Background: an optimization exercise with open tools, aiming at small area, a short achievable clock period and few clock cycles. Do not read the settings as production practice. RTL that was checked went through simulation tests only; none was proved equivalent to the original. For runs 1 to 3, only the layout was checked, not whether the RTL still works. Power and IR drop assume default switching activity.

===== flow/config.mk =====
export PLATFORM = sky130hd
export DESIGN_NAME = dot_core
export DESIGN_NICKNAME = dot_core
export VERILOG_FILES = /design/flow/design.v
export SDC_FILE = /design/flow/constraint.sdc
export NUM_CORES = 4
export LEC_CHECK = 0
export ABC_AREA = 1
export CAP_MARGIN = 20
export CORE_MARGIN = 2
export CORE_UTILIZATION = 40
export SLEW_MARGIN = 20

===== flow/constraint.sdc =====
create_clock -name core_clock -period 30.0 [get_ports {clk}]
set_input_delay 6.0000 -clock core_clock [delete_from_list [all_inputs] [get_ports {clk}]]
set_output_delay 6.0000 -clock core_clock [all_outputs]
set_load 0.01 [all_outputs]

===== flow/design.v =====
module dot_core (
    input  wire        clk,
    input  wire        rst,           
    input  wire        op_valid,
    output wire        op_ready,
    input  wire [4:0]  op,
    input  wire [7:0]  arg_x,         
    input  wire [7:0]  arg_y,         
    input  wire        arg_state,
    input  wire [7:0]  arg_width,
    input  wire [7:0]  arg_height,
    input  wire [7:0]  arg_rows,      
    input  wire [7:0]  arg_addr,
    input  wire [7:0]  arg_data,
    input  wire [15:0] arg_level,     
    input  wire [7:0]  arg_button,
    input  wire [15:0] arg_fps,
    output reg         done,
    output reg         refused,
    output wire [31:0] result,
    output wire [7:0]  spr_addr,
    input  wire [7:0]  spr_data,
    input  wire        in_left,
    input  wire        in_right,
    input  wire [31:0] now_ms,
    output reg         din,
    output reg         sclk,
    output reg         cs_n
);
    localparam [4:0] OP_CLEAR      = 5'h01;
    localparam [4:0] OP_FILL       = 5'h02;
    localparam [4:0] OP_SETPIXEL   = 5'h03;
    localparam [4:0] OP_GETPIXEL   = 5'h04;
    localparam [4:0] OP_DRAWSPRITE = 5'h05;
    localparam [4:0] OP_SENDCMD    = 5'h09;
    localparam [4:0] OP_BEGIN      = 5'h0A;
    localparam [4:0] OP_SHOW       = 5'h0B;
    localparam [4:0] OP_SETBRIGHT  = 5'h0C;
    localparam [4:0] OP_UPDATE     = 5'h10;
    localparam [4:0] OP_PRESSED    = 5'h11;
    localparam [4:0] OP_RELEASED   = 5'h12;
    localparam [4:0] OP_HELD       = 5'h13;
    localparam [4:0] OP_CHORD      = 5'h14;
    localparam [4:0] OP_HOLDTIME   = 5'h15;
    localparam [4:0] OP_WAITFRAME  = 5'h18;
    localparam [4:0] OP_FRAMECOUNT = 5'h19;
    localparam [7:0] INTENSITY_DEFAULT = 8'h08;
    function [15:0] sub16;
        input [15:0] a, b;
        reg [15:0] g, p;
        reg [16:0] c;
        reg [3:0] gg, gp;
        integer k, m;
        begin
            g = a & ~b;
            p = a ^ ~b;
            for (k = 0; k < 4; k = k + 1) begin
                gg[k] = g[4*k+3] | (p[4*k+3] & (g[4*k+2] | (p[4*k+2] & (g[4*k+1] | (p[4*k+1] & g[4*k])))));
                gp[k] = p[4*k+3] & p[4*k+2] & p[4*k+1] & p[4*k];
            end
            c[0] = 1'b1;
            for (k = 0; k < 4; k = k + 1) begin
                for (m = 0; m < 3; m = m + 1)
                    c[4*k+m+1] = g[4*k+m] | (p[4*k+m] & c[4*k+m]);
                c[4*k+4] = gg[k] | (gp[k] & c[4*k]);
            end
            sub16 = p ^ c[15:0];
        end
    endfunction
    function [31:0] inc32;
        input [31:0] a;
        input ci;
        reg [7:0] ga;
        reg [31:0] c;
        integer k, m;
        begin
            for (k = 0; k < 8; k = k + 1) ga[k] = &a[4*k +: 4];
            for (k = 0; k < 8; k = k + 1) begin
                c[4*k] = (k == 0) ? ci : (c[4*k-4] & ga[k-1]);
                for (m = 1; m < 4; m = m + 1) c[4*k+m] = c[4*k+m-1] & a[4*k+m-1];
            end
            inc32 = a ^ c;
        end
    endfunction
    function ge10;
        input [9:0] a, b;
        reg [9:0] gt, eq;
        reg [4:0] gt1, eq1;
        reg [2:0] gt2, eq2;
        reg gt3, eq3;
        integer k;
        begin
            gt = a & ~b;
            eq = ~(a ^ b);
            for (k = 0; k < 5; k = k + 1) begin
                gt1[k] = gt[2*k+1] | (eq[2*k+1] & gt[2*k]);
                eq1[k] = eq[2*k+1] & eq[2*k];
            end
            gt2[0] = gt1[1] | (eq1[1] & gt1[0]);  eq2[0] = eq1[1] & eq1[0];
            gt2[1] = gt1[3] | (eq1[3] & gt1[2]);  eq2[1] = eq1[3] & eq1[2];
            gt2[2] = gt1[4];                       eq2[2] = eq1[4];
            gt3 = gt2[1] | (eq2[1] & gt2[0]);      eq3 = eq2[1] & eq2[0];
            ge10 = gt2[2] | (eq2[2] & (gt3 | eq3));
        end
    endfunction
    function lt8;
        input [7:0] a, b;
        reg [7:0] lt, eq;
        reg [3:0] lt1, eq1;
        reg [1:0] lt2, eq2;
        integer k;
        begin
            lt = ~a & b;
            eq = ~(a ^ b);
            for (k = 0; k < 4; k = k + 1) begin
                lt1[k] = lt[2*k+1] | (eq[2*k+1] & lt[2*k]);
                eq1[k] = eq[2*k+1] & eq[2*k];
            end
            lt2[0] = lt1[1] | (eq1[1] & lt1[0]);  eq2[0] = eq1[1] & eq1[0];
            lt2[1] = lt1[3] | (eq1[3] & lt1[2]);  eq2[1] = eq1[3] & eq1[2];
            lt8 = lt2[1] | (eq2[1] & lt2[0]);
        end
    endfunction
    reg rdy;
    assign op_ready = rdy;
    wire acc = op_valid & rdy;
    reg [7:0]  fb [0:7];
    reg        curr_left, curr_right, last_left, last_right, chord_latch;
    reg [15:0] left_hold_g, right_hold_g;
    reg [15:0] last_sample_ts;
    reg [31:0] last_frame_ts;
    reg [31:0] frame_counter;
    reg [4:0]  op_q;
    reg        state_q;
    reg [7:0]  a_q, b_q;
    reg [3:0]  width_q;       
    reg [7:0]  height_q;
    reg        spr_bad_q;     
    reg        res_hi_q;      
    reg [1:0]  btn_q;         
    wire btn_l = (arg_button == 8'd0);
    wire btn_r = (arg_button == 8'd1);
    wire btn_c = (arg_button == 8'd2);
    wire       lvl_neg  = arg_level[15];
    wire       lvl_big  = |arg_level[14:4];
    wire [7:0] bright   = lvl_neg ? 8'h00 : lvl_big ? 8'h0F : {4'h0, arg_level[3:0]};
    wire       wide     = (|arg_width[7:4]) | (arg_width[3] & (|arg_width[2:0]));
    wire       spr_step;
    wire       div_step;
    wire       fps_big;
    wire [9:0] d_q;
    wire [7:0] b_inc = b_q + 8'd1;
    wire [7:0] h_dec = height_q - 8'd1;
    always @(posedge clk) begin
        if (rdy) begin
            op_q      <= op;
            state_q   <= arg_state;
            a_q       <= op[3] ? (op[4] ? arg_fps[7:0]  : arg_addr)
                               : (op[4] ? now_ms[7:0]   : arg_x);
            b_q       <= op[3] ? (op[4] ? arg_fps[15:8] : (op[2] ? bright : arg_data))
                               : (op[4] ? now_ms[15:8]  : arg_y);
            width_q   <= arg_width[3:0];
            height_q  <= arg_height;
            spr_bad_q <= wide | lt8(arg_rows, arg_height);
            res_hi_q  <= (op == OP_FRAMECOUNT);
            btn_q     <= {!(btn_l | btn_r), btn_r};
        end else if (spr_step) begin
            b_q      <= b_inc;
            height_q <= h_dec;
        end else if (div_step) begin
            {height_q, btn_q} <= fps_big ? 10'd0 : d_q;
            width_q           <= wf_div ? width_q + 4'd1 : 4'd1;
        end
    end
    reg one_cycle;       
    reg bad_op;
    always @(*) begin
        one_cycle = 1'b0;
        bad_op    = 1'b0;
        case (op)
            OP_CLEAR, OP_FILL, OP_SETPIXEL, OP_UPDATE,
            OP_PRESSED, OP_RELEASED, OP_HELD, OP_CHORD: one_cycle = 1'b1;
            OP_GETPIXEL, OP_DRAWSPRITE, OP_SENDCMD, OP_BEGIN, OP_SHOW,
            OP_SETBRIGHT, OP_HOLDTIME, OP_WAITFRAME, OP_FRAMECOUNT: one_cycle = 1'b0;
            default: begin one_cycle = 1'b1; bad_op = 1'b1; end
        endcase
    end
    wire chord_now  = curr_left && curr_right;
    wire chord_last = last_left && last_right;
    reg [15:0] q_result;
    always @(*) begin
        q_result = 16'h0;
        case (op)
            OP_PRESSED:  q_result[0] = (btn_l & curr_left & !last_left & !curr_right) |
                                       (btn_r & curr_right & !last_right & !curr_left) |
                                       (btn_c & chord_now & !chord_last);
            OP_RELEASED: q_result[0] = (btn_l & last_left & !curr_left & !chord_latch) |
                                       (btn_r & last_right & !curr_right & !chord_latch) |
                                       (btn_c & chord_last & !chord_now);
            OP_HELD:     q_result[0] = (btn_l & curr_left & !curr_right) |
                                       (btn_r & curr_right & !curr_left) |
                                       (btn_c & chord_now);
            OP_CHORD:    q_result[0] = chord_now;
            default: ;
        endcase
    end
    wire [15:0] hold_g  = btn_q[0] ? right_hold_g : left_hold_g;
    wire [15:0] hold_ms = {16{!btn_q[1]}} & sub16(last_sample_ts, hold_g);
    reg [15:0] res_lo;
    assign result = {frame_counter[31:16] & {16{res_hi_q}}, res_lo};
    reg pend;            
    always @(posedge clk) begin
        if (rst) pend <= 1'b0;
        else     pend <= acc;
    end
    wire pend_clear = pend && (op_q == OP_CLEAR || op_q == OP_FILL || op_q == OP_BEGIN);
    wire pend_set   = pend && (op_q == OP_SETPIXEL);
    wire pend_get   = pend && (op_q == OP_GETPIXEL);
    wire pend_hold  = pend && (op_q == OP_HOLDTIME);
    wire pend_fc    = pend && (op_q == OP_FRAMECOUNT);
    wire pend_upd   = pend && (op_q == OP_UPDATE);
    wire pend_cmd   = pend && (op_q == OP_SENDCMD || op_q == OP_SETBRIGHT ||
                               op_q == OP_SHOW || op_q == OP_BEGIN);
    wire pend_wf    = pend && (op_q == OP_WAITFRAME);
    wire in_range = (a_q[7:3] == 5'd0) && (b_q[7:3] == 5'd0);
    wire fill_val = (op_q == OP_FILL) ? state_q : 1'b0;
    reg        tx_act;
    reg [1:0]  tx_part;       
    reg [1:0]  tx_phase;      
    reg [3:0]  tx_bit;
    reg [3:0]  seq_idx;
    wire [3:0] seq_last = (op_q == OP_BEGIN) ? 4'd12 : (op_q == OP_SHOW) ? 4'd7 : 4'd0;
    wire [2:0] rd_row = tx_act ? seq_idx[2:0] : b_q[2:0];
    wire [7:0] fb_row = fb[rd_row];
    wire [2:0] begin_row = seq_idx[2:0] - 3'd5;
    reg [15:0] cmd_word;
    always @(*) begin
        case (op_q)
            OP_SENDCMD:   cmd_word = {a_q, b_q};
            OP_SETBRIGHT: cmd_word = {8'h0A, b_q};
            OP_SHOW:      cmd_word = {4'h0, {1'b0, seq_idx[2:0]} + 4'd1, fb_row};
            default: begin
                case (seq_idx)
                    4'd0: cmd_word = 16'h0F00;
                    4'd1: cmd_word = 16'h0900;
                    4'd2: cmd_word = 16'h0B07;
                    4'd3: cmd_word = {8'h0A, INTENSITY_DEFAULT};
                    4'd4: cmd_word = 16'h0C01;
                    default: cmd_word = {4'h0, {1'b0, begin_row} + 4'd1, 8'h00};
                endcase
            end
        endcase
    end
    wire tx_bit_val = cmd_word[~tx_bit];
    reg        spr_act;
    reg [7:0]  sy;
    assign spr_addr = sy;
    wire spr_skip = spr_bad_q || (height_q == 8'd0) || (width_q == 4'd0) ||
                    (!b_q[7] && (|b_q[6:3])) ||               
                    (!a_q[7] && (|a_q[6:3])) ||               
                    ( a_q[7] && (!(&a_q[6:3]) || (a_q[2:0] == 3'd0)));   
    wire row_ok   = (b_q[7:3] == 5'd0);
    wire spr_wr   = spr_act && !spr_skip && row_ok;
    wire spr_end  = spr_skip || (height_q == 8'd1) || (b_q == 8'd7);
    wire spr_pre  = (height_q == 8'd2) || (b_q == 8'd6);    
    assign spr_step = spr_act && !spr_end;
    wire [2:0] rot_n = a_q[2:0];
    wire [7:0] rot1 = rot_n[0] ? {spr_data[6:0], spr_data[7]} : spr_data;
    wire [7:0] rot2 = rot_n[1] ? {rot1[5:0], rot1[7:6]} : rot1;
    wire [7:0] rot4 = rot_n[2] ? {rot2[3:0], rot2[7:4]} : rot2;
    wire [4:0] x_end = {a_q[3], a_q[3:0]} + {1'b0, width_q};    
    reg  [7:0] col_mask;
    integer wi;
    always @(*)
        for (wi = 0; wi < 8; wi = wi + 1)
            col_mask[wi] = (a_q[7] || (wi >= a_q[2:0])) &&
                           !x_end[4] && (x_end[3:0] > wi);
    wire [7:0] spr_cols = rot4 & col_mask;
    reg        wf_div;        
    reg        wf_wait;       
    reg        fire_q;        
    wire [10:0] div_r = res_lo[10:0];
    wire [9:0]  div_q = {height_q, btn_q};
    wire [3:0]  div_n = width_q;
    wire [15:0] fps_full = {b_q, a_q};
    wire [9:0]  fps_lo   = fps_full[9:0];
    wire        fps_zero = (fps_full == 16'd0);
    assign      fps_big  = (|fps_full[15:10]) ||
                           ((&fps_full[9:5]) && (fps_full[4] || (fps_full[3] && (|fps_full[2:0]))));
    wire [10:0] dr_in = wf_div ? div_r : 11'd0;
    wire [9:0]  dq_in = wf_div ? div_q : 10'd1000;
    wire [10:0] d_t   = {dr_in[9:0], dq_in[9]};
    reg  [11:0] d_bw;
    reg  [10:0] d_diff;
    integer di;
    always @(*) begin
        d_bw[0] = 1'b0;
        for (di = 0; di < 11; di = di + 1) begin
            d_diff[di]  = d_t[di] ^ (di < 10 ? fps_lo[di] : 1'b0) ^ d_bw[di];
            d_bw[di+1]  = (!d_t[di] & ((di < 10 ? fps_lo[di] : 1'b0) | d_bw[di])) |
                          ((di < 10 ? fps_lo[di] : 1'b0) & d_bw[di]);
        end
    end
    wire        d_ge  = !d_bw[11];
    wire [10:0] d_r   = d_ge ? d_diff : d_t;
    assign      d_q   = {dq_in[8:0], d_ge};
    assign      div_step = (pend_wf && !fps_zero) || wf_div;
    reg  [10:0] tl_sum;
    reg  [10:0] tl_c;
    integer ti;
    always @(*) begin
        tl_c[0] = 1'b0;
        for (ti = 0; ti < 10; ti = ti + 1) begin
            tl_sum[ti] = last_frame_ts[ti] ^ div_q[ti] ^ tl_c[ti];
            tl_c[ti+1] = (last_frame_ts[ti] & div_q[ti]) | (tl_c[ti] & (last_frame_ts[ti] ^ div_q[ti]));
        end
        tl_sum[10] = tl_c[10];
    end
    wire        win_cross = tl_sum[10];
    reg  [21:0] hi_flip;
    integer fi;
    always @(*) begin
        hi_flip[0] = 1'b1;
        for (fi = 1; fi < 22; fi = fi + 1) hi_flip[fi] = hi_flip[fi-1] & last_frame_ts[fi+9];
    end
    wire [21:0] hi_x   = now_ms[31:10] ^ last_frame_ts[31:10];
    wire        eq_a   = (hi_x == 22'd0);
    wire        eq_b   = (hi_x == hi_flip);
    wire        ge_ll  = ge10(now_ms[9:0], last_frame_ts[9:0]);
    wire        lt_tl  = !ge10(now_ms[9:0], tl_sum[9:0]);
    wire        in_win = win_cross ? ((eq_a & ge_ll) | (eq_b & lt_tl)) : (eq_a & ge_ll & lt_tl);
    wire        frame_due = !in_win;
    wire [31:0] fc_inc = inc32(frame_counter, fire_q);
    wire       fb_wdata = pend_clear ? fill_val : (pend_set ? state_q : 1'b1);
    wire       row_any  = (pend_set && in_range) || spr_wr;
    wire [7:0] row_sel  = {8{pend_clear}} | ({8{row_any}} & (8'd1 << b_q[2:0]));
    wire [7:0] col_sel  = {8{pend_clear}} | (pend_set ? (8'd1 << a_q[2:0]) : spr_cols);
    wire [7:0] row_set  = row_sel & {8{fb_wdata}};
    wire [7:0] row_clr  = row_sel & {8{!fb_wdata}};
    integer i, j;
    always @(posedge clk) begin
        for (i = 0; i < 8; i = i + 1)
            for (j = 0; j < 8; j = j + 1)
                fb[i][j] <= (fb[i][j] & !(row_clr[i] & col_sel[j])) | (row_set[i] & col_sel[j]);
    end
    always @(posedge clk) begin
        if (rst) begin
            rdy            <= 1'b1;
            done           <= 1'b0;
            refused        <= 1'b0;
            res_lo         <= 16'h0;
            curr_left      <= 1'b0;
            curr_right     <= 1'b0;
            last_left      <= 1'b0;
            last_right     <= 1'b0;
            chord_latch    <= 1'b0;
            left_hold_g    <= 16'h0;
            right_hold_g   <= 16'h0;
            last_sample_ts <= 16'h0;
            last_frame_ts  <= 32'h0;
            frame_counter  <= 32'h0;
            spr_act        <= 1'b0;
            sy             <= 8'h0;
            tx_act         <= 1'b0;
            tx_part        <= 2'd0;
            tx_phase       <= 2'd0;
            tx_bit         <= 4'd0;
            seq_idx        <= 4'd0;
            wf_div         <= 1'b0;
            wf_wait        <= 1'b0;
            fire_q         <= 1'b0;
            din            <= 1'b0;
            sclk           <= 1'b1;
            cs_n           <= 1'b1;
        end else begin
            done <= 1'b0;
            if (pend_get || pend_hold || pend_fc) begin
                done    <= 1'b1;
                refused <= 1'b0;
                res_lo  <= pend_get  ? {15'h0, in_range & fb_row[a_q[2:0]]} :
                           pend_hold ? hold_ms : frame_counter[15:0];
                rdy     <= 1'b1;
            end
            if (pend_upd) begin
                last_sample_ts <= {b_q, a_q};
                if (!curr_left)  left_hold_g  <= {b_q, a_q};
                if (!curr_right) right_hold_g <= {b_q, a_q};
            end
            if (spr_act) begin
                if (spr_end) begin
                    spr_act <= 1'b0;
                    sy      <= 8'h0;
                    if (spr_skip || sy == 8'd0) begin
                        done    <= 1'b1;
                        refused <= spr_bad_q;
                        rdy     <= 1'b1;
                    end
                end else begin
                    sy <= sy + 8'd1;
                    if (spr_pre) begin
                        done    <= 1'b1;
                        refused <= 1'b0;
                        rdy     <= 1'b1;
                    end
                end
            end
            if (acc) begin
                rdy     <= one_cycle;
                done    <= one_cycle;
                refused <= bad_op;
                res_lo  <= q_result;
                if (op == OP_UPDATE) begin
                    last_left      <= curr_left;
                    last_right     <= curr_right;
                    curr_left      <= in_left;
                    curr_right     <= in_right;
                    if (in_left && in_right)        chord_latch <= 1'b1;
                    else if (!in_left && !in_right) chord_latch <= 1'b0;
                end
                if (op == OP_BEGIN) begin
                    curr_left  <= in_left;
                    curr_right <= in_right;
                    last_left  <= in_left;
                    last_right <= in_right;
                    if (in_left && in_right)        chord_latch <= 1'b1;
                    else if (!in_left && !in_right) chord_latch <= 1'b0;
                end
                if (op == OP_DRAWSPRITE) spr_act <= 1'b1;
            end
            if (pend_cmd) begin
                cs_n     <= 1'b0;
                tx_act   <= 1'b1;
                tx_part  <= 2'd0;
                tx_phase <= 2'd0;
                tx_bit   <= 4'd0;
                seq_idx  <= 4'd0;
            end else if (tx_act) begin
                if (tx_part == 2'd0) begin
                    case (tx_phase)
                        2'd0: begin
                            sclk     <= 1'b0;
                            tx_phase <= 2'd1;
                        end
                        2'd1: begin
                            din      <= tx_bit_val;
                            tx_phase <= 2'd2;
                        end
                        default: begin
                            sclk     <= 1'b1;
                            tx_phase <= 2'd0;
                            tx_bit   <= tx_bit + 4'd1;
                            if (tx_bit == 4'd15) tx_part <= 2'd1;
                        end
                    endcase
                end else if (tx_part == 2'd1) begin
                    cs_n <= 1'b1;
                    if (seq_idx == seq_last) begin
                        tx_act  <= 1'b0;
                        done    <= 1'b1;
                        refused <= 1'b0;
                        rdy     <= 1'b1;
                    end else begin
                        tx_part <= 2'd2;
                        seq_idx <= seq_idx + 4'd1;
                    end
                end else begin
                    cs_n    <= 1'b0;
                    tx_part <= 2'd0;
                end
            end
            if (pend_wf) begin
                if (fps_zero) begin
                    done    <= 1'b1;
                    refused <= 1'b1;
                    rdy     <= 1'b1;
                end else if (fps_big) begin
                    wf_wait <= 1'b1;
                end else begin
                    res_lo[10:0] <= d_r;
                    wf_div       <= 1'b1;
                end
            end
            if (wf_div) begin
                res_lo[10:0] <= d_r;
                if (div_n == 4'd9) begin
                    wf_div  <= 1'b0;
                    wf_wait <= 1'b1;
                end
            end
            fire_q <= wf_wait && frame_due;
            frame_counter <= fc_inc;
            if (wf_wait && frame_due) begin
                wf_wait       <= 1'b0;
                last_frame_ts <= now_ms;
                done          <= 1'b1;
                refused       <= 1'b0;
                rdy           <= 1'b1;
            end
        end
    end
endmodule

===== flow/flow/run.sh =====
#!/bin/bash
# The standard layout, with a plain buffer cell on every input and output
# port in place of the delay cell that buffer_ports picks by default.
set -euo pipefail
export BUFFER_PORTS_ARGS="-buffer_cell sky130_fd_sc_hd__buf_2"
bash standard.sh > standard.log 2>&1

===== flow/standard.sh =====
#!/bin/bash
# synth_recipe.tcl (not shown) runs the flow's synth.tcl, then flattens the netlist and writes it again
# the make line also repeats each setting of config.mk as NAME=value (left out here)
make -C /OpenROAD-flow-scripts/flow DESIGN_CONFIG=/design/flow/config.mk WORK_HOME=/design/flow/orfs CLKGATE_MAP_FILE= SYNTH_SCRIPT=/design/flow/synth_recipe.tcl "${@:-finish}"

==> results of run 1 <==
==> flip-flops by register name, summed over array words and instances, names as in the netlist, 8 cells and up <==
name            count
a_q                 8
b_q                 8
fb                 64
frame_counter      32
height_q            8
last_frame_ts      32
last_sample_ts     16
left_hold_g        16
res_lo             16
right_hold_g       16
sy                  8
==> final cells by class <==
type	instances	area, um^2	share of cell area [%]
timing repair buffer	208	1080	5.70
clock inverter	18	213	1.12
clock buffer	44	970	5.11
multi-input combinational	1607	9200	48.5
inverter	298	1120	5.90
tap	532	666	3.51
sequential	267	5730	30.2
==> report_power, final <==
group          switching [mW]  total, mW  internal, mW
registers              0.0328      0.437         0.404
logic                   0.144      0.217        0.0732
clock network           0.173      0.437         0.265
total                   0.349       1.09         0.742
==> worst min-delay path: stages (launching register included) <==
cell and delay [ps]:
sky130_fd_sc_hd__dfxtp_1 310, sky130_fd_sc_hd__o31ai_1 60, sky130_fd_sc_hd__nand2_1 40
==> per-layer routing <==
layer	up-vias	track usage (%)	routed length, um
li1	7945	-	-
met1	7495	34.1	23900
met2	548	41.9	25100
met3	96	4.59	3770
met4	6	8.57	1720
met5	-	0	36
==> stage by stage <==
step	total power [mW]	area, um^2	setup slack (ps)	util, %
3_5_place_dp	0.657	17800	21090	43.8
5_1_grt	1.14	19000	21320	46.7
4_1_cts	1.10	19000	21670	46.7
3_3_place_gp	0.652	17800	21100	43.7
2_1_floorplan	0.570	16400	22030	-
6_report	1.09	19000	21620	46.7
==> how the worst min path moves through the flow <==
| stage | cells after the start | slack [ps] | to | startpoint |
|---|---|---|---|---|
| after floorplan | 2 | 420 | fb[0][4] | fb[0][4] |
| after global placement | 2 | 430 | fb[4][0] | fb[4][0] |
| after detailed placement | 2 | 440 | fb[4][0] | fb[4][0] |
| after CTS | 2 | 450 | sclk | sclk |
| after global routing | 2 | 480 | cs_n | cs_n |
| final | 2 | 450 | sclk | sclk |
==> synth_stat cells (all sizes together) (37+ instances only) <==
cell	count	area share, %
a211oi	37	1.7
a21oi	113	3.5
clkbuf	76	1.7
dfxtp	229	28
edfxtp	38	7.0
ha	89	6.8
inv	294	6.7
nand2	421	9.7
nand3	107	3.3
nand4	63	2.5
nor2	252	5.9
o21ai	242	7.4
==> kinds of logic after synthesis <==
| group | count (synthesis) |
|---|---|
| AO/OA/AOI/OAI | 521 |
| AND/OR/NAND/NOR | 902 |
| XOR/XNOR | 54 |
| adder cells (fa/ha/maj) | 119 |
| flip-flops | 267 |
| multiplexers | 11 |
| buffers and inverters | 387 |
==> qor.txt, run 1 <==
CTS
--------------------------------------------------------------------------------------------------------
Number of buffers created by CTS                                                                      35
CTS Root Cell                                                                               sky130_fd_sc_hd__clkbuf_16
Clock Latency Late Sink                                                                           550 ps
Number of buffers on the longest clock path                                                            3
Total setup buffers inserted after CTS                                                                 0
Number of levels in the clock H-tree                                                                   2
Post-CTS clock slew at the launch and capture registers of the worst setup and hold paths          60 ps
Resize count post-CTS                                                                                  0
Clock tree from TritonCTS                                                                           done
Hold Buf Count CTS                                                                                     0
Number of sinks driven by the clock tree                                                             267

TIMING
--------------------------------------------------------------------------------------------------------
Post-route minimum period                                                                        8380 ps
Number of endpoints with negative hold slack in the final report                                       0
Setup violations, final                                                                                0
RSZ-0062 raised after global routing                                                               false
Number of max-slew violations in the final report                                                      0
Clock skew                                                                                       23.1 ps
Fin Hold WS                                                                                       448 ps
Achievable clock frequency                                                                       119 MHz
Worst Max-Slew Pin Slew                                                                          1090 ps
Total negative slack                                                                                0 ps
Worst slew slack as a fraction of its limit                                                        26.5%
Post-route fraction of the period consumed by the critical path                                    27.9%

SETUP PATH
--------------------------------------------------------------------------------------------------------
Worst reg2reg path depth                                                                              29
Register-to-register setup slack                                                                23360 ps
Startpoint of the most critical register-to-register path                                       btn_q[1]
Slowest cell on the critical path                                                           sky130_fd_sc_hd__nand2_4
Required arrival time at the worst endpoint                                                     30480 ps
Capture instance of the worst register-to-register path                                          wf_wait
Startpoint type of the worst setup path                                                       input port
Dominant delay contributor by cell family on the critical path                              simple AND/OR/NAND/NOR gates
Critical path startpoint                                                                       now_ms[3]
Most frequent CP cell                                                                       sky130_fd_sc_hd__nand2_1
Total number of cells along the worst setup path                                                      17
Worst path cell trace                                                                       buf_2 -> ha_1 -> a21oi_1 -> o21ai_0 -> nand2_1 -> o2111ai_1 -> nand3_1 -> nand2_1 -> nor3_1 -> nand3_1 -> nor2_1 -> nand2_1 -> nor2_2 -> nand3_4 -> nand2_4 -> nand2_1 -> nor2_1
CP Class                                                                                          in2reg
Worst EP arrival                                                                                 8860 ps
Destination of the critical timing path                                                          wf_wait
Crit path buf inv count                                                                                1
Nature of the critical path endpoint                                                           flip-flop
Maximum net fanout on the critical path                                                               36
Stage delay of the slowest cell on the critical path                                              510 ps

LOGIC SYNTHESIS
--------------------------------------------------------------------------------------------------------
Post-synthesis share of cell area spent on xor and xnor gates                                      2.89%
Portion of the post-synthesis area used by sequential elements                                     34.9%
Share of flip-flops with an asynchronous set or reset                                                 0%
Count of synthesis-stage warnings from yosys                                                           2
Post-Synthesis Cells                                                                                2261
Count of flip-flops with a built-in enable after synthesis                                            38
Number of unique standard cell types used by synthesis                                                57
Synthesized cell area                                                                        0.0164 mm^2
Basic-gate share of the synthesized area counting and, or, nand and nor cells                      23.4%
Flip-flop cell with the highest count after synthesis                                       sky130_fd_sc_hd__dfxtp_1
Combinational family with the most area after synthesis                                     simple AND/OR/NAND/NOR gates
Post-synthesis compound-gate area fraction                                                         18.6%
Multiplexer share of the synthesized area                                                         0.672%
Nets in the synthesized netlist                                                                     2527
Adder-cell share of the synthesized area                                                           10.5%
Synthesized flop and latch total                                                                     267
Post-Syn Area per Cell                                                                         7.25 um^2

GLOBAL ROUTE
--------------------------------------------------------------------------------------------------------
Wire length of the first global-routing pass                                                    84800 um
Initial antenna violation count                                                                        3
Total GRT Usage                                                                                    25.6%
Global route overflow                                                                                  0
Via count of the first global-routing pass                                                         15200
Maximum number of pins on one net before global-route repair                                          98

HOLD PATH
--------------------------------------------------------------------------------------------------------
Type of the tightest min-delay check                                                             reg2reg

POWER AND IR DROP
--------------------------------------------------------------------------------------------------------
Worst supply voltage drop on vdd                                                                 29.8 uV
Leakage power summed over all cells                                                              8.39 nW
PwrDens                                                                                     57.5 mW/mm^2

ROUTING
--------------------------------------------------------------------------------------------------------
Average wire per cell in the routed design                                                       18.3 um
DRC viols                                                                                              0
Via Count                                                                                          16100
Via density per instance                                                                            5.41
Number of detailed-route iterations in the first pass                                                  6
Routed wire length                                                                              54500 um
Count of antenna-violating nets left after detailed routing                                            0
Drt first-iter violations                                                                           1126

FINAL LAYOUT
--------------------------------------------------------------------------------------------------------
Total inserted antenna cells                                                                           0
Count of placed standard cells in the final layout, fillers left out                                2974
Layout filler cell count                                                                            4078
Share of cells above drive strength 1                                                              11.9%
Leading cell type in the layout, fill and taps excluded                                     sky130_fd_sc_hd__nand2_1
Most frequent cells in the layout                                                           420 x sky130_fd_sc_hd__nand2_1, 291 x sky130_fd_sc_hd__inv_1, 246 x sky130_fd_sc_hd__nor2_1, 233 x sky130_fd_sc_hd__o21ai_0, 228 x sky130_fd_sc_hd__dfxtp_1
Nets                                                                                                2683
Layout Area Growth over Synthesis                                                                  15.8%

PLACEMENT
--------------------------------------------------------------------------------------------------------
Quantity of I/O buffers inserted on ports                                                            192
Dpl cells                                                                                           2912
Final RePlAce weighted congestion                                                                  0.943
Placed wire-length estimate                                                                     40800 um

FLOORPLANNING
--------------------------------------------------------------------------------------------------------
Die width                                                                                         206 um
Count of pins on the block boundary                                                                  193
Die height                                                                                        206 um
Starting density of the core                                                                       40.3%
Area of the die                                                                              0.0426 mm^2
Placeable core region                                                                        0.0406 mm^2
Site row count                                                                                        74

RUN
--------------------------------------------------------------------------------------------------------
Max-capacitance violation count                                                                        0

STATUS
--------------------------------------------------------------------------------------------------------
Outcome                                                                                     complete, no violations

==> run 2: changes to the inputs <==
--- a/flow/design.v
+++ b/flow/design.v
@@ -170,6 +170,9 @@
         end else if (div_step) begin
             {height_q, btn_q} <= fps_big ? 10'd0 : d_q;
             width_q           <= wf_div ? width_q + 4'd1 : 4'd1;
+        end else if (wf_wait) begin
+            a_q <= now_ms[7:0];
+            b_q <= now_ms[15:8];
         end
     end
     reg one_cycle;       
@@ -488,10 +491,11 @@
                 end
             end
             fire_q <= wf_wait && frame_due;
+            if (wf_wait) res_lo <= now_ms[31:16];
+            if (fire_q) last_frame_ts <= {res_lo, b_q, a_q};
             frame_counter <= fc_inc;
             if (wf_wait && frame_due) begin
                 wf_wait       <= 1'b0;
-                last_frame_ts <= now_ms;
                 done          <= 1'b1;
                 refused       <= 1'b0;
                 rdy           <= 1'b1;
==> qor.txt, run 2 <==
FINAL LAYOUT
--------------------------------------------------------------------------------------------------------
Layout filler cell count                                                                            4194   +2.8%
Top Registers                                                                               fb x64, frame_counter x32, last_frame_ts x32
Nets                                                                                                2689   +0.22%
Max reg flops                                                                                         64   unchanged
Layout Area Growth over Synthesis                                                                  15.0%
Share of cells above drive strength 1                                                              12.7%   +0.75 points
Register with the most flip-flops                                                                     fb
Leading cell type in the layout, fill and taps excluded                                     sky130_fd_sc_hd__nand2_1
Most frequent cells in the layout                                                           342 x sky130_fd_sc_hd__nand2_1, 292 x sky130_fd_sc_hd__o21ai_0, 286 x sky130_fd_sc_hd__inv_1, 255 x sky130_fd_sc_hd__nor2_1, 228 x sky130_fd_sc_hd__dfxtp_1
Final design instance area without fill                                                      0.0190 mm^2   +0.35%

LOGIC SYNTHESIS
--------------------------------------------------------------------------------------------------------
Synthesized flop and latch total                                                                     267   unchanged
Top area cells in the synthesized netlist                                                   sky130_fd_sc_hd__dfxtp_1 28%, sky130_fd_sc_hd__o21ai_0 8.8%, sky130_fd_sc_hd__nand2_1 7.8%
Share of flip-flops with an asynchronous set or reset                                                 0%   unchanged
Post-Synthesis Cells                                                                                2267   +0.27%
Most area-hungry cell type in the Yosys netlist                                             sky130_fd_sc_hd__dfxtp_1
Post-Syn Area per Cell                                                                         7.30 um^2   +0.73%
Portion of the post-synthesis area used by sequential elements                                     34.6%   -0.34 points
Nets in the synthesized netlist                                                                     2533   +0.24%
Count of flip-flops with a built-in enable after synthesis                                            38   unchanged
Flip-flop cell with the highest count after synthesis                                       sky130_fd_sc_hd__dfxtp_1
Synthesized cell area                                                                        0.0165 mm^2   +0.99%
Most used standard cells in the synthesized netlist                                         342 x sky130_fd_sc_hd__nand2_1, 292 x sky130_fd_sc_hd__o21ai_0, 286 x sky130_fd_sc_hd__inv_1
Top-count cell post-synth                                                                   sky130_fd_sc_hd__nand2_1
Count of synthesis-stage warnings from yosys                                                           2   unchanged
Proportion of netlist area held by the largest area contributor                                    27.7%   -0.28 points
Number of unique standard cell types used by synthesis                                                62   +8.8%

PLACEMENT
--------------------------------------------------------------------------------------------------------
Instance area after placement                                                                0.0179 mm^2   +0.83%
Final RePlAce weighted congestion                                                                  0.934   -1.0%
Placed wire-length estimate                                                                     44400 um   +8.9%
Quantity of I/O buffers inserted on ports                                                            192   unchanged

SETUP PATH
--------------------------------------------------------------------------------------------------------
Startpoint type of the worst setup path                                                       input port
Worst path cell trace                                                                       buf_2 -> ha_1 -> nand2_1 -> o41ai_1 -> nand3_1 -> a2111oi_0 -> nor2_1 -> nand2_2 -> nand2_2 -> nor2_1
Worst EP arrival                                                                                 8470 ps   -390 ps
Nature of the critical path endpoint                                                           flip-flop
Slowest cell on the critical path                                                           sky130_fd_sc_hd__o41ai_1
Stage delay of the slowest cell on the critical path                                              900 ps   +390 ps
Worst reg2reg path depth                                                                              21   -28%
Required arrival time at the worst endpoint                                                     30480 ps   about the same
Maximum net fanout on the critical path                                                                4   -89%
CP Class                                                                                          in2reg

ROUTING
--------------------------------------------------------------------------------------------------------
Via Count                                                                                          16500   +2.5%
Routed wire length                                                                              57600 um   +5.7%
Number of detailed-route iterations in the first pass                                                  7   +1
Via density per instance                                                                            5.53   +2.2%
DRC viols                                                                                              0   unchanged
Count of antenna-violating nets left after detailed routing                                            0   unchanged
Average wire per cell in the routed design                                                       19.3 um   +5.4%
Drt first-iter violations                                                                           1366   +21%

CTS
--------------------------------------------------------------------------------------------------------
Total setup buffers inserted after CTS                                                                 0   unchanged
Number of sinks driven by the clock tree                                                             267   unchanged
Resize count post-CTS                                                                                  0   unchanged
Clock tree from TritonCTS                                                                           done
CTS Root Cell                                                                               sky130_fd_sc_hd__clkbuf_16
Post-CTS clock slew at the launch and capture registers of the worst setup and hold paths          50 ps   about the same
Hold Buf Count CTS                                                                                     0   unchanged
Number of buffers created by CTS                                                                      34   -2.9%
Number of levels in the clock H-tree                                                                   2   unchanged
Clock Latency Late Sink                                                                           550 ps   about the same
Number of buffers on the longest clock path                                                            3   unchanged

POWER AND IR DROP
--------------------------------------------------------------------------------------------------------
PwrDens                                                                                     57.5 mW/mm^2   about the same
Worst supply voltage drop on vdd                                                                 33.5 uV   +13%
Leakage power summed over all cells                                                              8.36 nW   -0.42%

TIMING
--------------------------------------------------------------------------------------------------------
Worst slew slack as a fraction of its limit                                                        26.2%   -0.27 points
RSZ-0062 raised after global routing                                                               false
Clock skew                                                                                       18.8 ps   -4.22 ps
Setup violations, final                                                                                0   unchanged
Number of endpoints with negative hold slack in the final report                                       0   unchanged
Total negative slack                                                                                0 ps   unchanged
Achievable clock frequency                                                                       125 MHz   +4.9%
Post-route fraction of the period consumed by the critical path                                    26.6%   -1.3 points
Number of max-slew violations in the final report                                                      0   unchanged
Post-route minimum period                                                                        7990 ps   -393 ps
Worst Max-Slew Pin Slew                                                                          1100 ps   +4.04 ps

GLOBAL ROUTE
--------------------------------------------------------------------------------------------------------
Initial antenna violation count                                                                        4   +1
Global route overflow                                                                                  0   unchanged
Maximum number of pins on one net before global-route repair                                          45   -54%
Via count of the first global-routing pass                                                         15600   +2.5%
Total GRT Usage                                                                                    26.2%   +0.55 points
Wire length of the first global-routing pass                                                    88900 um   +4.9%

FLOORPLANNING
--------------------------------------------------------------------------------------------------------
Die height                                                                                        207 um   +0.48%
Die width                                                                                         207 um   +0.48%
Starting density of the core                                                                       40.5%   +0.22 points
Placeable core region                                                                        0.0408 mm^2   +0.46%
Site row count                                                                                        74   unchanged
Area of the die                                                                              0.0430 mm^2   +0.97%
Count of pins on the block boundary                                                                  193   unchanged

STATUS
--------------------------------------------------------------------------------------------------------
Outcome                                                                                     complete, no violations

HOLD PATH
--------------------------------------------------------------------------------------------------------
Type of the tightest min-delay check                                                             reg2reg
Hold-critical path depth                                                                               2   unchanged

RUN
--------------------------------------------------------------------------------------------------------
Max-capacitance violation count                                                                        0   unchanged

-- run 2: changes by cell type after synthesis, moves of 7 or more --
cell,before,now
sky130_fd_sc_hd__clkinv_1,4,11
sky130_fd_sc_hd__o21ai_0,233,292
sky130_fd_sc_hd__nor2_2,3,10
sky130_fd_sc_hd__clkbuf_1,76,67
sky130_fd_sc_hd__a21oi_1,112,154
sky130_fd_sc_hd__o21ai_1,9,2
sky130_fd_sc_hd__nor2_1,248,257
sky130_fd_sc_hd__nand4_1,61,45
sky130_fd_sc_hd__o22ai_1,20,4
sky130_fd_sc_hd__a22oi_1,22,8
sky130_fd_sc_hd__nand3_1,106,96
sky130_fd_sc_hd__o221ai_1,7,17
sky130_fd_sc_hd__nand2_1,420,342
-- run 2: path summary, 6_finish.rpt --
path	startpoint	endpoint	slack, ps
worst min register to register	fb[0][6]	fb[0][6]	460
worst min-delay path	fb[0][6]	fb[0][6]	460
worst max-delay path	now_ms[7]	refused	22010
worst max register to register	wf_div	res_lo[7]	23730
-- run 2: stage by stage --
stage               setup WS [ps]  hold WS (ps)  total power [mW]  cells  utilization (%)
floorplan                   22420           421             0.594   2267                -
CTS                         22030           455              1.10   2979             46.6
finish                      22010           460              1.09   2982             46.6
detailed placement          21490           441             0.691   2919             43.9
global placement            21480           433             0.685   2919             43.9
global route                21680           479              1.15   2981             46.6
-- run 2: layout make-up --
cell class	count	area [um^2]	area share [%]
antenna	3	7.51	0.0394
clock buffer	46	956	5.02
clock inverter	14	138	0.723
inverter	304	1140	5.99
multi-input combinational	1612	9350	49.1
sequential	267	5730	30.1
tap	532	666	3.50
timing repair buffer	204	1050	5.52
-- run 2: logic make-up (layout without fill, tap and decap cells) --
logic type,after synthesis,in the layout,synth area share [%]
fa+ha+maj,119,119,10.4
xor+xnor,60,60,3.18
simple gates,820,820,21.4
compound gates,602,602,20.9
mux,11,11,0.665
buf+inv,388,568,8.95
other cells,0,3,0
flops,267,267,34.6
-- run 2: critical path, delay by kind of cell --
family	cells	cell delay (ps)
buffers and inverters	1	120
AND/OR/NAND/NOR	6	730
adder cells (fa/ha/maj)	1	290
AO/OA/AOI/OAI	2	1330
-- run 2: power by group --
| group | switching [mW] | total (mW) | internal [mW] |
|---|---|---|---|
| registers | 0.0360 | 0.446 | 0.410 |
| logic | 0.165 | 0.243 | 0.0780 |
| clock network | 0.164 | 0.406 | 0.241 |
| total | 0.365 | 1.09 | 0.729 |
-- run 2: metal layers --
metal | wire (um) | vias to the layer above | track usage, %
met3 | 4190 | 129 | 4.93
li1 | - | 7989 | -
met4 | 2410 | 0 | 11.1
met2 | 26400 | 643 | 42.9
met1 | 24700 | 7732 | 33.9
met5 | 0 | - | 0
==> run 3: changes to the inputs <==
==> flow/flow/run.sh (replaced) <==
#!/bin/bash
# The standard layout, with plain buffer cells on the ports (see
# ports.tcl) in place of the delay cell that buffer_ports picks by default.
set -euo pipefail
export DONT_BUFFER_PORTS=1
export PRE_GLOBAL_PLACE_TCL="$(pwd)/flow/ports.tcl"
bash standard.sh > standard.log 2>&1
==> flow/flow/ports.tcl (new file) <==
# Port buffers: a buf_4 on every input, a buf_1 on every output.
buffer_ports -inputs -buffer_cell sky130_fd_sc_hd__buf_4
buffer_ports -outputs -buffer_cell sky130_fd_sc_hd__buf_1
==> qor.txt, run 3 <==
HOLD PATH
--------------------------------------------------------------------------------------------------------
Type of the tightest min-delay check                                                             reg2reg
Hold_sp                                                                                         fb[0][2]
Hold-critical path depth                                                                               2   unchanged
Worst-case hold path end point                                                                  fb[0][2]

FLOORPLANNING
--------------------------------------------------------------------------------------------------------
Starting density of the core                                                                       40.5%   unchanged
Area of the die                                                                              0.0430 mm^2   unchanged
Site row count                                                                                        74   unchanged
Count of pins on the block boundary                                                                  193   unchanged
Die width                                                                                         207 um   unchanged
Die height                                                                                        207 um   unchanged
Placeable core region                                                                        0.0408 mm^2   unchanged

SETUP PATH
--------------------------------------------------------------------------------------------------------
Register-to-register setup slack                                                                23710 ps   -20 ps
Slowest cell on the critical path                                                           sky130_fd_sc_hd__o41ai_1
Startpoint type of the worst setup path                                                       input port
Nature of the critical path endpoint                                                           flip-flop
Crit path buf inv count                                                                                0   -1
Startpoint of the most critical register-to-register path                                       btn_q[0]
CP Class                                                                                          in2reg
Stage delay of the slowest cell on the critical path                                              920 ps   +20 ps
Dominant delay contributor by cell family on the critical path                              compound AO/OA/AOI/OAI gates
Total number of cells along the worst setup path                                                       9   -1
Maximum net fanout on the critical path                                                                4   unchanged
Required arrival time at the worst endpoint                                                     30460 ps   -20 ps
Capture instance of the worst register-to-register path                                          refused
Worst path cell trace                                                                       ha_1 -> nand2_1 -> o41ai_1 -> nand3_1 -> a2111oi_0 -> nor2_1 -> nand2_2 -> nand2_2 -> nor2_1
Worst EP arrival                                                                                 8390 ps   -80 ps
Worst reg2reg path depth                                                                              27   +29%

RUN
--------------------------------------------------------------------------------------------------------
Max-capacitance violation count                                                                        0   unchanged

GLOBAL ROUTE
--------------------------------------------------------------------------------------------------------
Maximum number of pins on one net before global-route repair                                          77   +71%
Global route overflow                                                                                  0   unchanged
Total GRT Usage                                                                                    25.6%   -0.58 points
Via count of the first global-routing pass                                                         14700   -5.6%
Wire length of the first global-routing pass                                                    86800 um   -2.3%
Initial antenna violation count                                                                        1   -3

FINAL LAYOUT
--------------------------------------------------------------------------------------------------------
Nets                                                                                                2495   -7.2%
Layout filler cell count                                                                            4174   -0.48%
Most frequent cells in the layout                                                           342 x sky130_fd_sc_hd__nand2_1, 292 x sky130_fd_sc_hd__o21ai_0, 286 x sky130_fd_sc_hd__inv_1, 255 x sky130_fd_sc_hd__nor2_1, 228 x sky130_fd_sc_hd__dfxtp_1
Max reg flops                                                                                         64   unchanged
Share of cells above drive strength 1                                                              5.32%   -7.3 points
Leading cell type in the layout, fill and taps excluded                                     sky130_fd_sc_hd__nand2_1
Layout Area Growth over Synthesis                                                                  9.44%
Final design instance area without fill                                                      0.0181 mm^2   -4.9%
Top Registers                                                                               fb x64, frame_counter x32, last_frame_ts x32
Final Core Density                                                                                 44.4%   -2.3 points
Register with the most flip-flops                                                                     fb

LOGIC SYNTHESIS
--------------------------------------------------------------------------------------------------------
Flip-flop cell with the highest count after synthesis                                       sky130_fd_sc_hd__dfxtp_1
Combinational family with the most area after synthesis                                     simple AND/OR/NAND/NOR gates
Post-Synthesis Cells                                                                                2267   unchanged
Share of flip-flops with an asynchronous set or reset                                                 0%   unchanged
Post-Syn Area per Cell                                                                         7.30 um^2   unchanged
Count of flip-flops with a built-in enable after synthesis                                            38   unchanged
Top area cells in the synthesized netlist                                                   sky130_fd_sc_hd__dfxtp_1 28%, sky130_fd_sc_hd__o21ai_0 8.8%, sky130_fd_sc_hd__nand2_1 7.8%
Synthesized cell area                                                                        0.0165 mm^2   unchanged
Proportion of netlist area held by the largest area contributor                                    27.7%   unchanged
Post-synthesis compound-gate area fraction                                                         20.9%   unchanged
Portion of the post-synthesis area used by sequential elements                                     34.6%   unchanged
Adder-cell share of the synthesized area                                                           10.4%   unchanged
Count of synthesis-stage warnings from yosys                                                           2   unchanged
Post-synthesis share of cell area spent on xor and xnor gates                                      3.18%   unchanged
Most used standard cells in the synthesized netlist                                         342 x sky130_fd_sc_hd__nand2_1, 292 x sky130_fd_sc_hd__o21ai_0, 286 x sky130_fd_sc_hd__inv_1
Synthesized flop and latch total                                                                     267   unchanged
Basic-gate share of the synthesized area counting and, or, nand and nor cells                      21.4%   unchanged
Top-count cell post-synth                                                                   sky130_fd_sc_hd__nand2_1
Most area-hungry cell type in the Yosys netlist                                             sky130_fd_sc_hd__dfxtp_1
Number of unique standard cell types used by synthesis                                                62   unchanged
Nets in the synthesized netlist                                                                     2533   unchanged
Multiplexer share of the synthesized area                                                         0.665%   unchanged

ROUTING
--------------------------------------------------------------------------------------------------------
Drt first-iter violations                                                                           1221   -11%
Routed wire length                                                                              56900 um   -1.3%
DRC viols                                                                                              0   unchanged
Via density per instance                                                                            5.63   +1.9%
Count of antenna-violating nets left after detailed routing                                            0   unchanged
Number of detailed-route iterations in the first pass                                                  6   -1
Average wire per cell in the routed design                                                       20.4 um   +5.6%
Via Count                                                                                          15700   -4.8%

TIMING
--------------------------------------------------------------------------------------------------------
Worst Max-Slew Pin Slew                                                                          1160 ps   +60.3 ps
Clock skew                                                                                       22.0 ps   +3.21 ps
Achievable clock frequency                                                                       126 MHz   +0.63%
Number of endpoints with negative hold slack in the final report                                       0   unchanged
Post-route minimum period                                                                        7940 ps   -49.7 ps
RSZ-0062 raised after global routing                                                               false
Setup violations, final                                                                                0   unchanged
Post-route fraction of the period consumed by the critical path                                    26.5%   -0.17 points
Crit path setup slack, layout                                                                   22060 ps   +49.7 ps
Total negative slack                                                                                0 ps   unchanged
Number of max-slew violations in the final report                                                      0   unchanged
Worst slew slack as a fraction of its limit                                                        22.2%   -4.1 points

PLACEMENT
--------------------------------------------------------------------------------------------------------
Instance area after placement                                                                0.0170 mm^2   -5.4%
Final RePlAce weighted congestion                                                                  0.935   +0.11%
Placed wire-length estimate                                                                     43100 um   -3.0%
Quantity of I/O buffers inserted on ports                                                            192   unchanged
Worst Setup Slack post-DPL                                                                      21580 ps   +92.1 ps

CTS
--------------------------------------------------------------------------------------------------------
Number of levels in the clock H-tree                                                                   2   unchanged
Clock Latency Late Sink                                                                           540 ps   about the same
Number of sinks driven by the clock tree                                                             267   unchanged
Clock tree from TritonCTS                                                                           done
Hold Buf Count CTS                                                                                     0   unchanged
Post-CTS clock slew at the launch and capture registers of the worst setup and hold paths          60 ps   about the same
Number of buffers on the longest clock path                                                            3   unchanged
Total setup buffers inserted after CTS                                                                 0   unchanged
Number of buffers created by CTS                                                                      34   unchanged
CTS Root Cell                                                                               sky130_fd_sc_hd__clkbuf_16
Resize count post-CTS                                                                                  0   unchanged

POWER AND IR DROP
--------------------------------------------------------------------------------------------------------
PwrDens                                                                                     60.3 mW/mm^2   +4.9%
Leakage power summed over all cells                                                              7.56 nW   -9.6%
Worst supply voltage drop on vdd                                                                 39.2 uV   +17%

STATUS
--------------------------------------------------------------------------------------------------------
Outcome                                                                                     complete, no violations

==> run 3: cell counts after synthesis <==
No cell type changed its count.
==> run 3: cells by family (layout without fill, tap and decap cells) <==
| group | after synthesis | count (layout) |
|---|---|---|
| mux | 11 | 11 |
| flops | 267 | 267 |
| xor+xnor | 60 | 60 |
| fa+ha+maj | 119 | 119 |
| buf+inv | 388 | 376 |
| compound gates | 602 | 602 |
| simple gates | 820 | 820 |
| other cells | 0 | 1 |
==> run 3: final cells by class <==
type,count,area [um^2],area share [%]
inverter,304,1140,6.30
sequential,267,5730,31.6
multi-input combinational,1612,9350,51.6
tap,532,666,3.68
clock buffer,51,1020,5.66
clock inverter,11,124,0.684
antenna,1,2.50,0.0138
timing repair buffer,10,75.1,0.415
==> run 3: worst max path at each step <==
stage | from | to | slack (ps)
3_5_place_dp | now_ms[7] | refused | 21580
3_3_place_gp | now_ms[7] | refused | 21540
6_report | now_ms[7] | refused | 22060
4_1_cts | now_ms[7] | refused | 22110
2_1_floorplan | now_ms[3] | done | 22420
5_1_grt | now_ms[7] | refused | 21850
==> run 3: worst min-delay path, stage by stage (launching register included) <==
cell and delay (ps):
sky130_fd_sc_hd__dfxtp_1 320, sky130_fd_sc_hd__nand2_1 50, sky130_fd_sc_hd__o21ai_0 50
==> run 3: per-layer routing <==
layer / wire length [um] / global-route usage (%) / vias to the layer above
met5: 0 / 0 / -
met4: 2290 / 10.1 / 0
met3: 4000 / 4.36 / 121
met2: 25900 / 42.0 / 643
met1: 24700 / 33.6 / 7355
li1: - / - / 7590
==> run 3: through the flow <==
step,std cells,hold WS (ps),power (mW)
floorplan,2267,421,0.594
global placement,2725,433,0.667
detailed placement,2725,440,0.673
CTS,2787,455,1.09
global route,2787,480,1.14
finish,2788,453,1.09
==> run 3: report_power, final <==
group	switching, mW	internal (mW)
registers	0.0380	0.410
logic	0.154	0.0696
clock network	0.166	0.254
==> run 4: changes to the inputs <==
--- a/flow/design.v
+++ b/flow/design.v
@@ -69,14 +69,13 @@
     endfunction
     function [31:0] inc32;
         input [31:0] a;
-        input ci;
         reg [7:0] ga;
         reg [31:0] c;
         integer k, m;
         begin
             for (k = 0; k < 8; k = k + 1) ga[k] = &a[4*k +: 4];
             for (k = 0; k < 8; k = k + 1) begin
-                c[4*k] = (k == 0) ? ci : (c[4*k-4] & ga[k-1]);
+                c[4*k] = (k == 0) ? 1'b1 : (c[4*k-4] & ga[k-1]);
                 for (m = 1; m < 4; m = m + 1) c[4*k+m] = c[4*k+m-1] & a[4*k+m-1];
             end
             inc32 = a ^ c;
@@ -146,9 +145,6 @@
     wire [7:0] bright   = lvl_neg ? 8'h00 : lvl_big ? 8'h0F : {4'h0, arg_level[3:0]};
     wire       wide     = (|arg_width[7:4]) | (arg_width[3] & (|arg_width[2:0]));
     wire       spr_step;
-    wire       div_step;
-    wire       fps_big;
-    wire [9:0] d_q;
     wire [7:0] b_inc = b_q + 8'd1;
     wire [7:0] h_dec = height_q - 8'd1;
     always @(posedge clk) begin
@@ -167,12 +163,6 @@
         end else if (spr_step) begin
             b_q      <= b_inc;
             height_q <= h_dec;
-        end else if (div_step) begin
-            {height_q, btn_q} <= fps_big ? 10'd0 : d_q;
-            width_q           <= wf_div ? width_q + 4'd1 : 4'd1;
-        end else if (wf_wait) begin
-            a_q <= now_ms[7:0];
-            b_q <= now_ms[15:8];
         end
     end
     reg one_cycle;       
@@ -282,13 +272,13 @@
     reg        wf_div;        
     reg        wf_wait;       
     reg        fire_q;        
-    wire [10:0] div_r = res_lo[10:0];
-    wire [9:0]  div_q = {height_q, btn_q};
-    wire [3:0]  div_n = width_q;
+    reg [3:0]  div_n;         
+    reg [10:0] div_r;         
+    reg [9:0]  div_q;         
     wire [15:0] fps_full = {b_q, a_q};
     wire [9:0]  fps_lo   = fps_full[9:0];
     wire        fps_zero = (fps_full == 16'd0);
-    assign      fps_big  = (|fps_full[15:10]) ||
+    wire        fps_big  = (|fps_full[15:10]) ||
                            ((&fps_full[9:5]) && (fps_full[4] || (fps_full[3] && (|fps_full[2:0]))));
     wire [10:0] dr_in = wf_div ? div_r : 11'd0;
     wire [9:0]  dq_in = wf_div ? div_q : 10'd1000;
@@ -306,8 +296,7 @@
     end
     wire        d_ge  = !d_bw[11];
     wire [10:0] d_r   = d_ge ? d_diff : d_t;
-    assign      d_q   = {dq_in[8:0], d_ge};
-    assign      div_step = (pend_wf && !fps_zero) || wf_div;
+    wire [9:0]  d_q   = {dq_in[8:0], d_ge};
     reg  [10:0] tl_sum;
     reg  [10:0] tl_c;
     integer ti;
@@ -333,18 +322,16 @@
     wire        lt_tl  = !ge10(now_ms[9:0], tl_sum[9:0]);
     wire        in_win = win_cross ? ((eq_a & ge_ll) | (eq_b & lt_tl)) : (eq_a & ge_ll & lt_tl);
     wire        frame_due = !in_win;
-    wire [31:0] fc_inc = inc32(frame_counter, fire_q);
+    wire [31:0] fc_inc = inc32(frame_counter);
     wire       fb_wdata = pend_clear ? fill_val : (pend_set ? state_q : 1'b1);
     wire       row_any  = (pend_set && in_range) || spr_wr;
-    wire [7:0] row_sel  = {8{pend_clear}} | ({8{row_any}} & (8'd1 << b_q[2:0]));
-    wire [7:0] col_sel  = {8{pend_clear}} | (pend_set ? (8'd1 << a_q[2:0]) : spr_cols);
-    wire [7:0] row_set  = row_sel & {8{fb_wdata}};
-    wire [7:0] row_clr  = row_sel & {8{!fb_wdata}};
+    wire [7:0] row_sel  = {8{row_any}} & (8'd1 << b_q[2:0]);
+    wire [7:0] col_sel  = pend_set ? (8'd1 << a_q[2:0]) : spr_cols;
     integer i, j;
     always @(posedge clk) begin
         for (i = 0; i < 8; i = i + 1)
             for (j = 0; j < 8; j = j + 1)
-                fb[i][j] <= (fb[i][j] & !(row_clr[i] & col_sel[j])) | (row_set[i] & col_sel[j]);
+                if (pend_clear || (row_sel[i] && col_sel[j])) fb[i][j] <= fb_wdata;
     end
     always @(posedge clk) begin
         if (rst) begin
@@ -477,25 +464,29 @@
                     refused <= 1'b1;
                     rdy     <= 1'b1;
                 end else if (fps_big) begin
+                    div_q   <= 10'd0;
                     wf_wait <= 1'b1;
                 end else begin
-                    res_lo[10:0] <= d_r;
-                    wf_div       <= 1'b1;
+                    div_r  <= d_r;
+                    div_q  <= d_q;
+                    div_n  <= 4'd1;
+                    wf_div <= 1'b1;
                 end
             end
             if (wf_div) begin
-                res_lo[10:0] <= d_r;
+                div_r <= d_r;
+                div_q <= d_q;
+                div_n <= div_n + 4'd1;
                 if (div_n == 4'd9) begin
                     wf_div  <= 1'b0;
                     wf_wait <= 1'b1;
                 end
             end
             fire_q <= wf_wait && frame_due;
-            if (wf_wait) res_lo <= now_ms[31:16];
-            if (fire_q) last_frame_ts <= {res_lo, b_q, a_q};
-            frame_counter <= fc_inc;
+            if (fire_q) frame_counter <= fc_inc;
             if (wf_wait && frame_due) begin
                 wf_wait       <= 1'b0;
+                last_frame_ts <= now_ms;
                 done          <= 1'b1;
                 refused       <= 1'b0;
                 rdy           <= 1'b1;
==> flow/run.sh (new file) <==
#!/bin/bash
# synth_recipe.tcl (not shown) runs the flow's synth.tcl, then flattens the netlist and writes it again
# the make line also repeats each setting of config.mk as NAME=value (left out here)
make -C /OpenROAD-flow-scripts/flow DESIGN_CONFIG=/design/flow/config.mk WORK_HOME=/design/flow/orfs CLKGATE_MAP_FILE= SYNTH_SCRIPT=/design/flow/synth_recipe.tcl finish
--- a/flow/config.mk
+++ b/flow/config.mk
@@ -5,7 +5,6 @@
 export SDC_FILE = /design/flow/constraint.sdc
 export NUM_CORES = 4
 export LEC_CHECK = 0
-export ABC_AREA = 1
 export CAP_MARGIN = 20
 export CORE_MARGIN = 2
 export CORE_UTILIZATION = 40
removed: flow/flow/run.sh
removed: flow/flow/ports.tcl
removed: flow/standard.sh
==> qor.txt, run 4 <==
PLACEMENT
--------------------------------------------------------------------------------------------------------
Placed wire-length estimate                                                                     37200 um   -14%
Worst Setup Slack post-DPL                                                                      20970 ps   -616 ps
Final RePlAce weighted congestion                                                                  0.886   -5.2%
Dpl cells                                                                                           2595   -4.8%
Instance area after placement                                                                0.0200 mm^2   +18%
Quantity of I/O buffers inserted on ports                                                            192   unchanged

POWER AND IR DROP
--------------------------------------------------------------------------------------------------------
Part of the power in registers                                                                     43.2%   +2.2 points
Total net switching power                                                                       0.280 mW   -22%
Switching power share of the total                                                                 27.3%   -5.5 points
Share of total power in the clock network                                                          42.2%   +3.7 points
Leakage power summed over all cells                                                              7.61 nW   +0.71%
PwrDens                                                                                     48.3 mW/mm^2   -20%
Cell internal pwr                                                                               0.744 mW   +1.4%
Fraction of power consumed by combinational cells                                                  14.6%   -5.9 points
Worst supply voltage drop on vdd                                                                 36.0 uV   -8.3%

LOGIC SYNTHESIS
--------------------------------------------------------------------------------------------------------
Count of synthesis-stage warnings from yosys                                                           2   unchanged
Portion of the post-synthesis area used by sequential elements                                     40.3%   +5.7 points
Synthesized flop and latch total                                                                     291   +9.0%
Top-count cell post-synth                                                                   sky130_fd_sc_hd__nand2_1
Most used standard cells in the synthesized netlist                                         303 x sky130_fd_sc_hd__nand2_1, 165 x sky130_fd_sc_hd__dfxtp_1, 149 x sky130_fd_sc_hd__o21ai_0
Proportion of netlist area held by the largest area contributor                                    21.5%   -6.2 points
Count of flip-flops with a built-in enable after synthesis                                           126   +230%
Nets in the synthesized netlist                                                                     2170   -14%
Synthesized cell area                                                                        0.0176 mm^2   +6.3%
Share of flip-flops with an asynchronous set or reset                                                 0%   unchanged
Post-Synthesis Cells                                                                                1906   -16%
Number of unique standard cell types used by synthesis                                                79   +27%
Most area-hungry cell type in the Yosys netlist                                             sky130_fd_sc_hd__edfxtp_1
Flip-flop cell with the highest count after synthesis                                       sky130_fd_sc_hd__dfxtp_1
Post-Syn Area per Cell                                                                         9.22 um^2   +26%
Top area cells in the synthesized netlist                                                   sky130_fd_sc_hd__edfxtp_1 22%, sky130_fd_sc_hd__dfxtp_1 19%, sky130_fd_sc_hd__nand2_1 6.5%

FLOORPLANNING
--------------------------------------------------------------------------------------------------------
Count of pins on the block boundary                                                                  193   unchanged
Die width                                                                                         214 um   +3.0%
Area of the die                                                                              0.0456 mm^2   +6.1%
Placeable core region                                                                        0.0433 mm^2   +6.0%
Starting density of the core                                                                       40.6%   +0.11 points
Site row count                                                                                        76   +2.7%
Die height                                                                                        214 um   +3.0%

SETUP PATH
--------------------------------------------------------------------------------------------------------
Nature of the critical path endpoint                                                           flip-flop
Maximum net fanout on the critical path                                                               15   +11
Register-to-register setup slack                                                                24070 ps   +360 ps
Required arrival time at the worst endpoint                                                     30420 ps   -40 ps
Worst path cell trace                                                                       clkdlybuf4s50_1 -> nor2_1 -> a22oi_1 -> o22a_1 -> o32ai_1 -> nand3_1 -> or4_4
Worst reg2reg path depth                                                                              20   -26%
Slowest cell on the critical path                                                           sky130_fd_sc_hd__clkdlybuf4s50_1
Destination of the critical timing path                                                              rdy
Capture instance of the worst register-to-register path                                     last_frame_ts[25]
Startpoint of the most critical register-to-register path                                       div_q[0]
Critical path startpoint                                                                           op[2]
Worst EP arrival                                                                                 8960 ps   +570 ps
Stage delay of the slowest cell on the critical path                                              930 ps   about the same
CP Class                                                                                          in2reg
Startpoint type of the worst setup path                                                       input port

TIMING
--------------------------------------------------------------------------------------------------------
Number of endpoints with negative hold slack in the final report                                       0   unchanged
Clock skew                                                                                       28.8 ps   +6.72 ps
Worst slew slack as a fraction of its limit                                                        28.0%   +5.8 points
RSZ-0062 raised after global routing                                                               false
Total negative slack                                                                                0 ps   unchanged
Crit path setup slack, layout                                                                   21460 ps   -606 ps
Post-route fraction of the period consumed by the critical path                                    28.5%   +2.0 points
Setup violations, final                                                                                0   unchanged
Post-route minimum period                                                                        8540 ps   +606 ps
Worst Max-Slew Pin Slew                                                                          1070 ps   -86.3 ps
Number of max-slew violations in the final report                                                      0   unchanged
Achievable clock frequency                                                                       117 MHz   -7.1%

FINAL LAYOUT
--------------------------------------------------------------------------------------------------------
Layout Area Growth over Synthesis                                                                  20.4%
Top Registers                                                                               fb x64, frame_counter x32, last_frame_ts x32
Area used by multi-input combinational logic                                                0.00979 mm^2   +4.7%
Register with the most flip-flops                                                                     fb
Share of cells above drive strength 1                                                              6.70%   +1.4 points
Layout filler cell count                                                                            4061   -2.7%
Count of placed standard cells in the final layout, fillers left out                                2660   -4.6%
Final Core Density                                                                                 48.9%   +4.6 points
Max reg flops                                                                                         64   unchanged
Total inserted antenna cells                                                                           0   -1
Leading cell type in the layout, fill and taps excluded                                     sky130_fd_sc_hd__nand2_1
Area occupied by registers                                                                  0.00709 mm^2   +24%
Final design instance area without fill                                                      0.0212 mm^2   +17%
Most frequent cells in the layout                                                           303 x sky130_fd_sc_hd__nand2_1, 191 x sky130_fd_sc_hd__clkdlybuf4s50_1, 164 x sky130_fd_sc_hd__dfxtp_1, 149 x sky130_fd_sc_hd__o21ai_0, 134 x sky130_fd_sc_hd__nor2_1
Nets                                                                                                2312   -7.3%

ROUTING
--------------------------------------------------------------------------------------------------------
Number of detailed-route iterations in the first pass                                                  5   -1
Routed wire length                                                                              51700 um   -9.2%
Via density per instance                                                                            5.60   -0.63%
Via Count                                                                                          14900   -5.2%
Average wire per cell in the routed design                                                       19.4 um   -4.9%
DRC viols                                                                                              0   unchanged
Drt first-iter violations                                                                           1314   +7.6%
Count of antenna-violating nets left after detailed routing                                            0   unchanged

CTS
--------------------------------------------------------------------------------------------------------
Post-CTS clock slew at the launch and capture registers of the worst setup and hold paths          60 ps   about the same
CTS Root Cell                                                                               sky130_fd_sc_hd__clkbuf_16
Clock tree from TritonCTS                                                                           done
Number of buffers created by CTS                                                                      36   +5.9%
Number of sinks driven by the clock tree                                                             291   +9.0%
Number of buffers on the longest clock path                                                            3   unchanged
Hold Buf Count CTS                                                                                     0   unchanged
Number of levels in the clock H-tree                                                                   2   unchanged
Total setup buffers inserted after CTS                                                                 0   unchanged
Clock Latency Late Sink                                                                           560 ps   +20 ps
Resize count post-CTS                                                                                  0   unchanged

STATUS
--------------------------------------------------------------------------------------------------------
Outcome                                                                                     complete, no violations

GLOBAL ROUTE
--------------------------------------------------------------------------------------------------------
Total GRT Usage                                                                                    22.8%   -2.8 points
Maximum number of pins on one net before global-route repair                                          73   -5.2%
Via count of the first global-routing pass                                                         14300   -2.7%
Initial antenna violation count                                                                        2   +1
Wire length of the first global-routing pass                                                    80400 um   -7.4%
Global route overflow                                                                                  0   unchanged

RUN
--------------------------------------------------------------------------------------------------------
Max-capacitance violation count                                                                        0   unchanged

HOLD PATH
--------------------------------------------------------------------------------------------------------
Type of the tightest min-delay check                                                             reg2reg

## run 4: critical path: cells and delay by family
family / cells / cell delay [ps]
AO/OA/AOI/OAI: 3 / 550
buffers and inverters: 1 / 930
AND/OR/NAND/NOR: 3 / 1460
## run 4: metrics by stage
| step | hold WS (ps) | total power, mW |
|---|---|---|
| after floorplan | 435 | 0.532 |
| after global placement | 441 | 0.596 |
| after detailed placement | 446 | 0.599 |
| after CTS | 453 | 1.03 |
| after global routing | 467 | 1.06 |
| final | 454 | 1.02 |
## run 4: logic make-up after synthesis
family | share of synthesized area, %
adders and majority gates | 9.61
buffers and inverters | 4.29
and+or+nand+nor | 18.3
muxes | 9.88
AOI/OAI and AO/OA | 13.9
DFF | 40.3
xor gates and xnor gates | 3.64
## run 4: worst min path at each step
stage                           from          endpoint  slack (ps)  cells after the start
finish              right_hold_g[14]  right_hold_g[14]         450                      2
global route         right_hold_g[1]   right_hold_g[1]         470                      2
CTS                  right_hold_g[1]   right_hold_g[1]         450                      2
detailed placement   left_hold_g[12]   left_hold_g[12]         450                      2
global placement      left_hold_g[1]    left_hold_g[1]         440                      2
floorplan           last_frame_ts[1]  last_frame_ts[1]         430                      2
## run 4: cell type report
cell class                      count  area share [%]
Clock buffer                       57            5.12
Clock inverter                      8           0.390
Inverter                           83            1.47
Multi-Input combinational cell   1421            46.2
Sequential cell                   291            33.5
Tap cell                          585            3.46
Timing Repair Buffer              215            9.87
## run 4: metal layers
layer / up-vias / part of all wire, % / global-route usage [%]
li1: 7092 / - / -
met1: 7185 / 44 / 30.8
met2: 519 / 45 / 36.3
met3: 98 / 7.1 / 4.32
met4: 0 / 3.4 / 8.60
met5: - / 0 / 0
## run 4: power by group through the flow
stage	Clock, mW	Combinational, mW	Sequential, mW
floorplan	0	0.0928	0.439
global placement	0	0.146	0.450
detailed placement	0	0.149	0.450
CTS	0.440	0.150	0.442
global route	0.455	0.164	0.443
finish	0.432	0.150	0.442
Testbench counts of run 4, summed over its fixed seeds: cycles 110,563.

-- afterwards: timing with drivers on the ports --
The flow's constraints put no driver on any port. The routed layouts listed below were extracted and timed again, unchanged, in two steps. Step 1: set_driving_cell puts a clkbuf_16 on clk and a buf_2 on each other input, an assumption about the parent block. Step 2, shift: input delay + t, output delay - t, t = (earliest + latest rising clock arrival at the registers) / 2. This alone moves slack from input paths to output paths. Slacks: no drivers / after step 1 / after step 2; pairs: no drivers / after step 1.
run | t, ns | setup slack, ns | hold WS [ns] | worst register clock-pin slew, ns | max-slew violations | max-capacitance violations
run 1 | 0.601 | 21.621 / 21.659 / 21.058 | 0.448 / 0.448 / 0.448 | 0.06 / 0.06 | 0 / 0 | 0 / 0
run 2 | 0.596 | 22.015 / 22.040 / 21.444 | 0.460 / 0.460 / 0.460 | 0.06 / 0.06 | 0 / 0 | 0 / 0
run 3 | 0.587 | 22.064 / 21.718 / 21.130 | 0.453 / 0.453 / 0.453 | 0.06 / 0.06 | 0 / 77 | 0 / 1
run 4 | 0.597 | 21.459 / 21.487 / 20.890 | 0.454 / 0.454 / 0.454 | 0.06 / 0.06 | 0 / 0 | 0 / 0
After both steps every run listed still meets setup and hold. The drivers bring new slew violations in run 3. With drivers on, capacitance violations rise in run 3. The setup slack of run 3, which loses most, moves by -0.346 ns with the drivers and by -0.934 ns with both steps.
